Source: an optimization exercise on an open RTL-to-GDS flow (aim: small area, a short achievable clock period and few clock cycles per item). Production flows keep margins and buffers that such runs may drop.
Only the layout flow was run in this run; the RTL was not checked for function there.

==> design.v <==
module tone_planner (
    input  wire        clk,
    input  wire        rst,
    input  wire        in_valid,
    output wire        in_ready,
    input  wire        in_is_note,
    input  wire [7:0]  in_note,
    input  wire [15:0] in_freq,
    input  wire [15:0] in_dur,
    input  wire [7:0]  in_vol,
    output wire        out_valid,
    input  wire        out_ready,
    output wire [15:0] out_freq,
    output wire        out_pre,
    output wire [15:0] out_top,
    output wire [15:0] out_duty,
    output wire [15:0] out_timeout,
    output wire        out_fault
);
    wire en;
    reg  [10:0] v;
    assign out_valid = v[10];
    assign en = !v[10] || out_ready;
    reg        sk_full;
    reg        sk_isn, sk_sil;
    reg [15:0] sk_x, sk_d;
    reg [3:0]  sk_vol;
    assign in_ready = !sk_full;
    wire       i_sil = in_is_note && (in_note == 8'd255 || in_vol == 8'd0);
    wire [3:0] i_vol = i_sil ? 4'd0 : (in_vol > 8'd15) ? 4'd15 : in_vol[3:0];
    wire [15:0] i_x  = in_is_note ? {8'd0, in_note} : in_freq;
    wire       a_in_v   = sk_full || in_valid;
    wire       a_in_isn = sk_full ? sk_isn : in_is_note;
    wire       a_in_sil = sk_full ? sk_sil : i_sil;
    wire [15:0] a_in_x  = sk_full ? sk_x : i_x;
    wire [15:0] a_in_d  = sk_full ? sk_d : in_dur;
    wire [3:0] a_in_vol = sk_full ? sk_vol : i_vol;
    always @(posedge clk) begin
        if (rst) sk_full <= 1'b0;
        else if (en) sk_full <= 1'b0;
        else if (in_valid && !sk_full) sk_full <= 1'b1;
        if (!en && !sk_full) begin
            sk_isn <= in_is_note; sk_sil <= i_sil; sk_x <= i_x;
            sk_d <= in_dur; sk_vol <= i_vol;
        end
    end
    always @(posedge clk) begin
        if (rst) v <= 0;
        else if (en) v <= {v[9:0], a_in_v};
    end
    reg        s0_isn, s0_sil;
    reg [15:0] s0_x, s0_d;
    reg [3:0]  s0_vol;
    always @(posedge clk) if (en) begin
        s0_isn <= a_in_isn; s0_sil <= a_in_sil; s0_x <= a_in_x;
        s0_d <= a_in_d; s0_vol <= a_in_vol;
    end
    wire [7:0] n_cl = (s0_x[7:0] < 8'd16) ? 8'd16 : (s0_x[7:0] > 8'd111) ? 8'd111 : s0_x[7:0];
    reg [15:0] n_fw;
    always @* begin
        case (n_cl[6:0])
            7'd16: n_fw = 16'd33180;
            7'd17: n_fw = 16'd33205;
            7'd18: n_fw = 16'd33230;
            7'd19: n_fw = 16'd33258;
            7'd20: n_fw = 16'd33287;
            7'd21: n_fw = 16'd33318;
            7'd22: n_fw = 16'd33351;
            7'd23: n_fw = 16'd33385;
            7'd24: n_fw = 16'd33422;
            7'd25: n_fw = 16'd33461;
            7'd26: n_fw = 16'd33502;
            7'd27: n_fw = 16'd33546;
            7'd28: n_fw = 16'd33592;
            7'd29: n_fw = 16'd33642;
            7'd30: n_fw = 16'd33692;
            7'd31: n_fw = 16'd33748;
            7'd32: n_fw = 16'd33806;
            7'd33: n_fw = 16'd33868;
            7'd34: n_fw = 16'd33934;
            7'd35: n_fw = 16'd34002;
            7'd36: n_fw = 16'd34076;
            7'd37: n_fw = 16'd34154;
            7'd38: n_fw = 16'd34236;
            7'd39: n_fw = 16'd34324;
            7'd40: n_fw = 16'd165;
            7'd41: n_fw = 16'd175;
            7'd42: n_fw = 16'd185;
            7'd43: n_fw = 16'd196;
            7'd44: n_fw = 16'd208;
            7'd45: n_fw = 16'd220;
            7'd46: n_fw = 16'd233;
            7'd47: n_fw = 16'd247;
            7'd48: n_fw = 16'd262;
            7'd49: n_fw = 16'd277;
            7'd50: n_fw = 16'd294;
            7'd51: n_fw = 16'd311;
            7'd52: n_fw = 16'd330;
            7'd53: n_fw = 16'd350;
            7'd54: n_fw = 16'd370;
            7'd55: n_fw = 16'd392;
            7'd56: n_fw = 16'd415;
            7'd57: n_fw = 16'd440;
            7'd58: n_fw = 16'd466;
            7'd59: n_fw = 16'd494;
            7'd60: n_fw = 16'd523;
            7'd61: n_fw = 16'd554;
            7'd62: n_fw = 16'd587;
            7'd63: n_fw = 16'd622;
            7'd64: n_fw = 16'd659;
            7'd65: n_fw = 16'd699;
            7'd66: n_fw = 16'd739;
            7'd67: n_fw = 16'd784;
            7'd68: n_fw = 16'd830;
            7'd69: n_fw = 16'd880;
            7'd70: n_fw = 16'd933;
            7'd71: n_fw = 16'd987;
            7'd72: n_fw = 16'd1046;
            7'd73: n_fw = 16'd1109;
            7'd74: n_fw = 16'd1174;
            7'd75: n_fw = 16'd1245;
            7'd76: n_fw = 16'd1318;
            7'd77: n_fw = 16'd1398;
            7'd78: n_fw = 16'd1478;
            7'd79: n_fw = 16'd1568;
            7'd80: n_fw = 16'd1661;
            7'd81: n_fw = 16'd1760;
            7'd82: n_fw = 16'd1866;
            7'd83: n_fw = 16'd1974;
            7'd84: n_fw = 16'd2093;
            7'd85: n_fw = 16'd2218;
            7'd86: n_fw = 16'd2349;
            7'd87: n_fw = 16'd2490;
            7'd88: n_fw = 16'd2637;
            7'd89: n_fw = 16'd2797;
            7'd90: n_fw = 16'd2957;
            7'd91: n_fw = 16'd3136;
            7'd92: n_fw = 16'd3322;
            7'd93: n_fw = 16'd3520;
            7'd94: n_fw = 16'd3731;
            7'd95: n_fw = 16'd3949;
            7'd96: n_fw = 16'd4186;
            7'd97: n_fw = 16'd4435;
            7'd98: n_fw = 16'd4698;
            7'd99: n_fw = 16'd4979;
            7'd100: n_fw = 16'd5274;
            7'd101: n_fw = 16'd5594;
            7'd102: n_fw = 16'd5914;
            7'd103: n_fw = 16'd6272;
            7'd104: n_fw = 16'd6643;
            7'd105: n_fw = 16'd7040;
            7'd106: n_fw = 16'd7462;
            7'd107: n_fw = 16'd7898;
            7'd108: n_fw = 16'd8371;
            7'd109: n_fw = 16'd8870;
            7'd110: n_fw = 16'd9395;
            7'd111: n_fw = 16'd9958;
            default: n_fw = 16'd0;
        endcase
    end
    wire [15:0] fw   = s0_sil ? 16'd1000 : s0_isn ? n_fw : s0_x;
    wire        t1   = fw[15];
    wire [14:0] fr   = fw[14:0];
    wire [14:0] f1   = t1 ? ((fr < 15'd400) ? 15'd400 : fr)
                          : ((fr < 15'd40) ? 15'd40 : (fr > 15'd10000) ? 15'd10000 : fr);
    wire        p1   = t1 ? (f1 <= 15'd2000) : (f1 <= 15'd200);
    wire [14:0] r1_in = p1 ? (t1 ? 15'd152 : 15'd15) : (t1 ? 15'd1220 : 15'd122);
    wire [15:0] r15_sh = {r1_in, (p1 && t1) || (!p1 && t1)};
    wire [16:0] r15_sub = {1'b0, r15_sh} - {2'b0, f1};
    wire        q15 = !r15_sub[16];
    wire [14:0] r15 = q15 ? r15_sub[14:0] : r15_sh[14:0];
    reg [14:0] s1_f, s1_r; reg s1_t, s1_p; reg [15:0] s1_d; reg [3:0] s1_vol;
    reg [0:0] s1_q;
    always @(posedge clk) if (en) begin
        s1_f <= f1; s1_t <= t1; s1_p <= p1; s1_d <= s0_d; s1_vol <= s0_vol; s1_r <= r15;
        s1_q <= {q15};
    end
    wire [15:0] r14_sh = {s1_r, (s1_p && !s1_t)};
    wire [16:0] r14_sub = {1'b0, r14_sh} - {2'b0, s1_f};
    wire        q14 = !r14_sub[16];
    wire [14:0] r14 = q14 ? r14_sub[14:0] : r14_sh[14:0];
    wire [15:0] r13_sh = {r14, (!s1_p && s1_t)};
    wire [16:0] r13_sub = {1'b0, r13_sh} - {2'b0, s1_f};
    wire        q13 = !r13_sub[16];
    wire [14:0] r13 = q13 ? r13_sub[14:0] : r13_sh[14:0];
    reg [14:0] s2_f, s2_r; reg s2_t, s2_p; reg [3:0] s2_vol;
    reg [2:0] s2_q;
    wire [15:0] fh_x = {1'b0, s1_f} + 16'd5;
    wire [31:0] fh_m = fh_x * 32'd26215;
    wire [13:0] fhz = s1_t ? fh_m[31:18] : s1_f[13:0];
    reg [15:0] s2_d; reg [13:0] s2_fhz;
    always @(posedge clk) if (en) begin
        s2_f <= s1_f; s2_t <= s1_t; s2_p <= s1_p; s2_vol <= s1_vol;
        s2_r <= r13; s2_q <= {s1_q, q14, q13};
        s2_d <= s1_d; s2_fhz <= fhz;
    end
    wire [15:0] r12_sh = {s2_r, (s2_p && s2_t) || (!s2_p && s2_t) || (!s2_p && !s2_t)};
    wire [16:0] r12_sub = {1'b0, r12_sh} - {2'b0, s2_f};
    wire        q12 = !r12_sub[16];
    wire [14:0] r12 = q12 ? r12_sub[14:0] : r12_sh[14:0];
    wire [15:0] r11_sh = {r12, 1'b0};
    wire [16:0] r11_sub = {1'b0, r11_sh} - {2'b0, s2_f};
    wire        q11 = !r11_sub[16];
    wire [14:0] r11 = q11 ? r11_sub[14:0] : r11_sh[14:0];
    reg [14:0] s3_f, s3_r; reg s3_t, s3_p; reg [3:0] s3_vol;
    reg [4:0] s3_q;
    wire [29:0] pm = s2_d * s2_fhz;
    reg s3_fault; reg [22:0] s3_pp;
    always @(posedge clk) if (en) begin
        s3_f <= s2_f; s3_t <= s2_t; s3_p <= s2_p; s3_vol <= s2_vol;
        s3_r <= r11; s3_q <= {s2_q, q12, q11};
        s3_fault <= (pm >= 30'd65536000); s3_pp <= pm[25:3];
    end
    wire [15:0] r10_sh = {s3_r, (s3_p && s3_t) || (!s3_p && s3_t)};
    wire [16:0] r10_sub = {1'b0, r10_sh} - {2'b0, s3_f};
    wire        q10 = !r10_sub[16];
    wire [14:0] r10 = q10 ? r10_sub[14:0] : r10_sh[14:0];
    wire [15:0] r9_sh = {r10, (s3_p && s3_t) || (s3_p && !s3_t) || (!s3_p && !s3_t)};
    wire [16:0] r9_sub = {1'b0, r9_sh} - {2'b0, s3_f};
    wire        q9 = !r9_sub[16];
    wire [14:0] r9 = q9 ? r9_sub[14:0] : r9_sh[14:0];
    reg [14:0] s4_f, s4_r; reg s4_t, s4_p; reg [3:0] s4_vol;
    reg [6:0] s4_q;
    wire [46:0] tm = s3_pp * 47'd8589935;
    reg s4_fault; reg [15:0] s4_to;
    always @(posedge clk) if (en) begin
        s4_f <= s3_f; s4_t <= s3_t; s4_p <= s3_p; s4_vol <= s3_vol;
        s4_r <= r9; s4_q <= {s3_q, q10, q9};
        s4_fault <= s3_fault; s4_to <= tm[45:30];
    end
    wire [15:0] r8_sh = {s4_r, 1'b0};
    wire [16:0] r8_sub = {1'b0, r8_sh} - {2'b0, s4_f};
    wire        q8 = !r8_sub[16];
    wire [14:0] r8 = q8 ? r8_sub[14:0] : r8_sh[14:0];
    wire [15:0] r7_sh = {r8, (s4_p && s4_t)};
    wire [16:0] r7_sub = {1'b0, r7_sh} - {2'b0, s4_f};
    wire        q7 = !r7_sub[16];
    wire [14:0] r7 = q7 ? r7_sub[14:0] : r7_sh[14:0];
    reg [14:0] s5_f, s5_r; reg s5_t, s5_p; reg [3:0] s5_vol;
    reg [8:0] s5_q;
    reg s5_fault; reg [15:0] s5_to;
    always @(posedge clk) if (en) begin
        s5_f <= s4_f; s5_t <= s4_t; s5_p <= s4_p; s5_vol <= s4_vol;
        s5_r <= r7; s5_q <= {s4_q, q8, q7};
        s5_fault <= s4_fault; s5_to <= s4_to;
    end
    wire [15:0] r6_sh = {s5_r, (s5_p && !s5_t)};
    wire [16:0] r6_sub = {1'b0, r6_sh} - {2'b0, s5_f};
    wire        q6 = !r6_sub[16];
    wire [14:0] r6 = q6 ? r6_sub[14:0] : r6_sh[14:0];
    wire [15:0] r5_sh = {r6, 1'b0};
    wire [16:0] r5_sub = {1'b0, r5_sh} - {2'b0, s5_f};
    wire        q5 = !r5_sub[16];
    wire [14:0] r5 = q5 ? r5_sub[14:0] : r5_sh[14:0];
    reg [14:0] s6_f, s6_r; reg s6_t, s6_p; reg [3:0] s6_vol;
    reg [10:0] s6_q;
    reg s6_fault; reg [15:0] s6_to;
    always @(posedge clk) if (en) begin
        s6_f <= s5_f; s6_t <= s5_t; s6_p <= s5_p; s6_vol <= s5_vol;
        s6_r <= r5; s6_q <= {s5_q, q6, q5};
        s6_fault <= s5_fault; s6_to <= s5_to;
    end
    wire [15:0] r4_sh = {s6_r, 1'b0};
    wire [16:0] r4_sub = {1'b0, r4_sh} - {2'b0, s6_f};
    wire        q4 = !r4_sub[16];
    wire [14:0] r4 = q4 ? r4_sub[14:0] : r4_sh[14:0];
    wire [15:0] r3_sh = {r4, 1'b0};
    wire [16:0] r3_sub = {1'b0, r3_sh} - {2'b0, s6_f};
    wire        q3 = !r3_sub[16];
    wire [14:0] r3 = q3 ? r3_sub[14:0] : r3_sh[14:0];
    reg [14:0] s7_f, s7_r; reg s7_t, s7_p; reg [3:0] s7_vol;
    reg [12:0] s7_q;
    reg s7_fault; reg [15:0] s7_to;
    always @(posedge clk) if (en) begin
        s7_f <= s6_f; s7_t <= s6_t; s7_p <= s6_p; s7_vol <= s6_vol;
        s7_r <= r3; s7_q <= {s6_q, q4, q3};
        s7_fault <= s6_fault; s7_to <= s6_to;
    end
    wire [15:0] r2_sh = {s7_r, 1'b0};
    wire [16:0] r2_sub = {1'b0, r2_sh} - {2'b0, s7_f};
    wire        q2 = !r2_sub[16];
    wire [14:0] r2 = q2 ? r2_sub[14:0] : r2_sh[14:0];
    wire [15:0] r1_sh = {r2, 1'b0};
    wire [16:0] r1_sub = {1'b0, r1_sh} - {2'b0, s7_f};
    wire        q1 = !r1_sub[16];
    wire [14:0] r1 = q1 ? r1_sub[14:0] : r1_sh[14:0];
    reg [14:0] s8_f, s8_r; reg s8_t, s8_p; reg [3:0] s8_vol;
    reg [14:0] s8_q;
    reg s8_fault; reg [15:0] s8_to;
    always @(posedge clk) if (en) begin
        s8_f <= s7_f; s8_t <= s7_t; s8_p <= s7_p; s8_vol <= s7_vol;
        s8_r <= r1; s8_q <= {s7_q, q2, q1};
        s8_fault <= s7_fault; s8_to <= s7_to;
    end
    wire [15:0] r0_sh = {s8_r, 1'b0};
    wire [16:0] r0_sub = {1'b0, r0_sh} - {2'b0, s8_f};
    wire        q0 = !r0_sub[16];
    wire [14:0] r0 = q0 ? r0_sub[14:0] : r0_sh[14:0];
    reg [14:0] s9_f, s9_r; reg s9_t, s9_p; reg [3:0] s9_vol;
    reg [15:0] s9_q;
    reg s9_fault; reg [15:0] s9_to;
    always @(posedge clk) if (en) begin
        s9_f <= s8_f; s9_t <= s8_t; s9_p <= s8_p; s9_vol <= s8_vol;
        s9_r <= r0; s9_q <= {s8_q, q0};
        s9_fault <= s8_fault; s9_to <= s8_to;
    end
    wire [16:0] rd_cmp = {1'b0, s9_r, 1'b0} - {2'b0, s9_f} - {16'd0, s9_f[0]};
    wire [15:0] top = s9_q + {15'd0, !rd_cmp[16]};
    wire [4:0]  dsh = 5'd16 - {1'b0, s9_vol};
    wire [15:0] duty = top >> dsh;
    reg [15:0] o_freq, o_top, o_duty, o_to; reg o_pre, o_fault;
    always @(posedge clk) if (en) begin
        o_freq <= {s9_t, s9_f}; o_pre <= s9_p; o_top <= top; o_duty <= duty;
        o_to <= s9_to; o_fault <= s9_fault;
    end
    assign out_freq = o_freq; assign out_pre = o_pre; assign out_top = o_top;
    assign out_duty = o_duty; assign out_timeout = o_to; assign out_fault = o_fault;
endmodule
==> run.sh <==
#!/bin/bash
# synth_recipe.tcl (not shown) runs the flow's synth.tcl, then flattens the netlist and writes it again
# the make line also repeats each setting of config.mk as NAME=value (left out here)
make -C /OpenROAD-flow-scripts/flow DESIGN_CONFIG=/design/flow/config.mk WORK_HOME=/design/flow/orfs CLKGATE_MAP_FILE= SYNTH_SCRIPT=/design/flow/synth_recipe.tcl finish
==> config.mk <==
export PLATFORM = sky130hd
export DESIGN_NAME = tone_planner
export DESIGN_NICKNAME = tone_planner
export VERILOG_FILES = /design/flow/design.v
export SDC_FILE = /design/flow/constraint.sdc
export NUM_CORES = 4
export LEC_CHECK = 0
export CAP_MARGIN = 20
export CORE_MARGIN = 2
export CORE_UTILIZATION = 40
export SLEW_MARGIN = 20
==> constraint.sdc <==
create_clock -name core_clock -period 12.0 [get_ports {clk}]
set_input_delay 2.4000 -clock core_clock [delete_from_list [all_inputs] [get_ports {clk}]]
set_output_delay 2.4000 -clock core_clock [all_outputs]
set_load 0.01 [all_outputs]
==> out/metrics.cfg <==
[outcome]
status = no timing/DRC/antenna violations

[sta]
skew_ns = 0.0678
maxSlewViolCount = 0
setup_tns_ns = 0
min_period_over_period = 0.726
setup_violations = 0
rsz0062_at_grt = no
worstMarginPinSlew_ns = 1.08
period_minus_slack_ns = 8.71
finalHoldViolations = 0
fmax_mhz = 115
maxSlewHeadroom = 0.275

[drt]
detail-route-antenna-nets = 0
dr_wl_met2_um = 58500
wl_met3_um = 4200
routed_via_density = 5.08
routed_wirelength_um = 122000
drc = 0
wl_per_cell_um = 16.3
vias = 38100
wl_met1_um = 56600
dr.pass1.iters = 5
drt_iter0_drc = 1907
top_layer_used = met4

[hold_path]
hold_depth = 0
min_from = s5_q[6]
hold_class = reg -> reg
holdPathEnd = s6_q[8]

[clocking]
cts_hold_buffers = 0
cts_tree = built
path_clk_slew_ns = 0.06
cts_resized = 0
htreeDepth = 3
clockBufferDepth = 3
clock-sinks = 730
clock_latency_ns = 0.72
post_cts_buffers = 0
cts-buffers-inserted = 86
cts_root_buffer = clkbuf_16

[placement]
place.gp.congestion = 0.885
io_buffers = 120
dp_hpwl_um = 95000
dpl_cell_area_um2 = 62500

[synthesis]
yosys.area.top_type_share = 0.364
yosysTopAreaCell = edfxtp_1
synthTopCellsByArea = edfxtp_1 36%, ha_1 15%, fa_1 14%
synth_area_um2 = 59200
async_flop_share = 0
synthCells = 5392
avgSynthCellArea_um2 = 11.0
ys.warnings.count = 1
syn_nets = 6579
ys_ff_latch = 730
synth_ff_type = edfxtp_1
synth_edf_count = 718
synth.distinct_cells = 114
yosysSeqAreaShare = 0.368

[worst_setup_path]
worstPathArrival_ns = 9.12
rr_startpoint = s1_t
cp_data_required_time_ns = 12.41
cp_common_cell = o21ai_0
r2r_setup_slack_ns = 3.29
criticalPathCategory = reg -> reg
r2r_end = s2_r[8]
worstSetupEndpointType = flop
cp_slowest_cell = edfxtp_1
path_max_fanout = 27
reg2reg_depth = 30
crit_path_max_incr_delay_ns = 0.94
start_kind = flop

[floorplanning]
die_h_um = 389
core_region_area_um2 = 147000
start_util = 0.402
num_io_pins = 121
die_x_um = 389
dieArea_um2 = 151000
rows = 141

[layout]
syn2layout_area_growth_pct = 10.8
nFillCells = 13600
diodes = 0
final_area_um2 = 65600
layout_commonest_cell = inv_1
nNetsFinal = 6698
drive_gt1_frac = 0.0774
layout_common_cells = 890 x inv_1, 719 x ha_1, 718 x edfxtp_1

[job]
drv_cap = 0

[global_route]
grt_pass1_wl_um = 203000
grt_usage = 0.164
antenna_found_initial = 0
grt_max_degree = 182
grt_pass1_vias = 39900
overflow = 0

area by class of cell:
| type | instances | area (um^2) | share of cell area |
|---|---|---|---|
| Multi-Input combinational cell | 3646 | 33500 | 0.510 |
| Sequential cell | 730 | 21800 | 0.332 |
| Inverter | 892 | 3360 | 0.0512 |
| Tap cell | 1930 | 2410 | 0.0368 |
| Clock buffer | 92 | 2170 | 0.0332 |
| Timing Repair Buffer | 155 | 1510 | 0.0229 |
| Clock inverter | 64 | 878 | 0.0134 |
synthesized netlist by cell type, types with 8 or more instances:
cell and count:
mux2i_1 53, dfxtp_1 12, o221ai_1 9, xor2_1 65
fa_1 415, o31ai_1 20, nor4_1 22, a21boi_0 80
o21bai_1 13, buf_1 8, mux2_2 183, edfxtp_1 718
buf_6 17, o21ai_0 208, or3_1 25, nand2_1 380
xnor2_1 131, ha_1 719, a211oi_1 42, clkbuf_1 80
a21oi_1 213, o21a_1 36, nor4b_1 10, o211ai_1 29
inv_1 891, nor2_1 298, nor2b_1 61, o311ai_0 11
nand4_1 17, a2111oi_0 13, a31oi_1 20, nor3b_1 11
nand3_1 38, a21o_1 63, buf_2 14, nor3_1 70
nand2b_1 44, and2_1 109, or2_2 16, and3_1 24
a311oi_1 13
cells by family after synthesis:
| group | Yosys count | share of synthesized area |
|---|---|---|
| AND/OR/NAND/NOR | 1170 | 0.0959 |
| adder cells (fa/ha/maj) | 1134 | 0.292 |
| buffers and inverters | 1016 | 0.0671 |
| flip-flops | 730 | 0.368 |
| AO/OA/AOI/OAI | 905 | 0.103 |
| XOR/XNOR | 196 | 0.0290 |
| other | 1 | 0.0000633 |
| multiplexers | 240 | 0.0447 |
flip-flops by register name, indices dropped and copies added (netlist names), 16 cells and up:
register,cells
sk_x,16
s9_q,16
o_freq,16
sk_d,16
s9_to,16
s8_to,16
s5_to,16
s7_to,16
s4_to,16
s0_d,16
s0_x,16
s2_d,16
s3_pp,23
s6_to,16
s1_d,16
o_duty,16
o_to,16
o_top,16
per-layer routing:
metal  track usage  vias up
li1              -    18900
met1         0.215    18500
met2         0.281      569
met3        0.0221      163
met4        0.0488        0
met5             0        -
worst max-delay path by stage:
stage	start	to
2_1_floorplan	out_ready	sk_d[0]
3_5_place_dp	s1_t	s2_r[10]
3_3_place_gp	s1_t	s2_r[2]
4_1_cts	s1_t	s2_r[10]
6_report	s1_t	s2_r[8]
5_1_grt	s1_t	s2_r[10]
worst max-delay path: cells and delay by family, from the launching register on:
kind	cells	cell delay [ns]
AO/OA/AOI/OAI	20	4.37
adder cells (fa/ha/maj)	3	1.00
flip-flops	1	0.94
AND/OR/NAND/NOR	3	0.91
multiplexers	2	0.82
buffers and inverters	2	0.35
per-stage QoR:
step	setup slack (ns)	util	instances	hold slack, ns
finish	3.29	0.445	7509	0.355
floorplan	1.33	-	5392	0.400
detailed placement	3.43	0.425	7353	0.405
CTS	3.33	0.445	7509	0.342
global route	2.37	0.445	7509	0.370
global placement	3.37	0.424	7353	0.402

==> re-timing with driven ports <==
The results above use ideal ports. As a check the final layout listed here was re-extracted and re-timed, cells and wires unchanged.
Step 1 sets driving cells, clkbuf_16 on the clock port and buf_2 on the other inputs (assumed; they add their load-dependent delay and slew).
Step 2 adds t to the input delays and takes it off the output delays; t is the mean of the earliest and latest rising clock arrival at the registers after step 1. Input paths then give back, and output paths get back, about the clock's delay inside the block.
a / b / c = ideal / step 1 / step 2; a / b = the first two.
shift t [ns]: 0.753
slack for setup (ns): 3.291 / 3.291 / 3.291
worst data-port slew with drivers (ns): 0.05
After both steps setup and hold are still met in this run. The setup slack of this run moves by 0.000 ns with the drivers and by 0.000 ns with both steps.
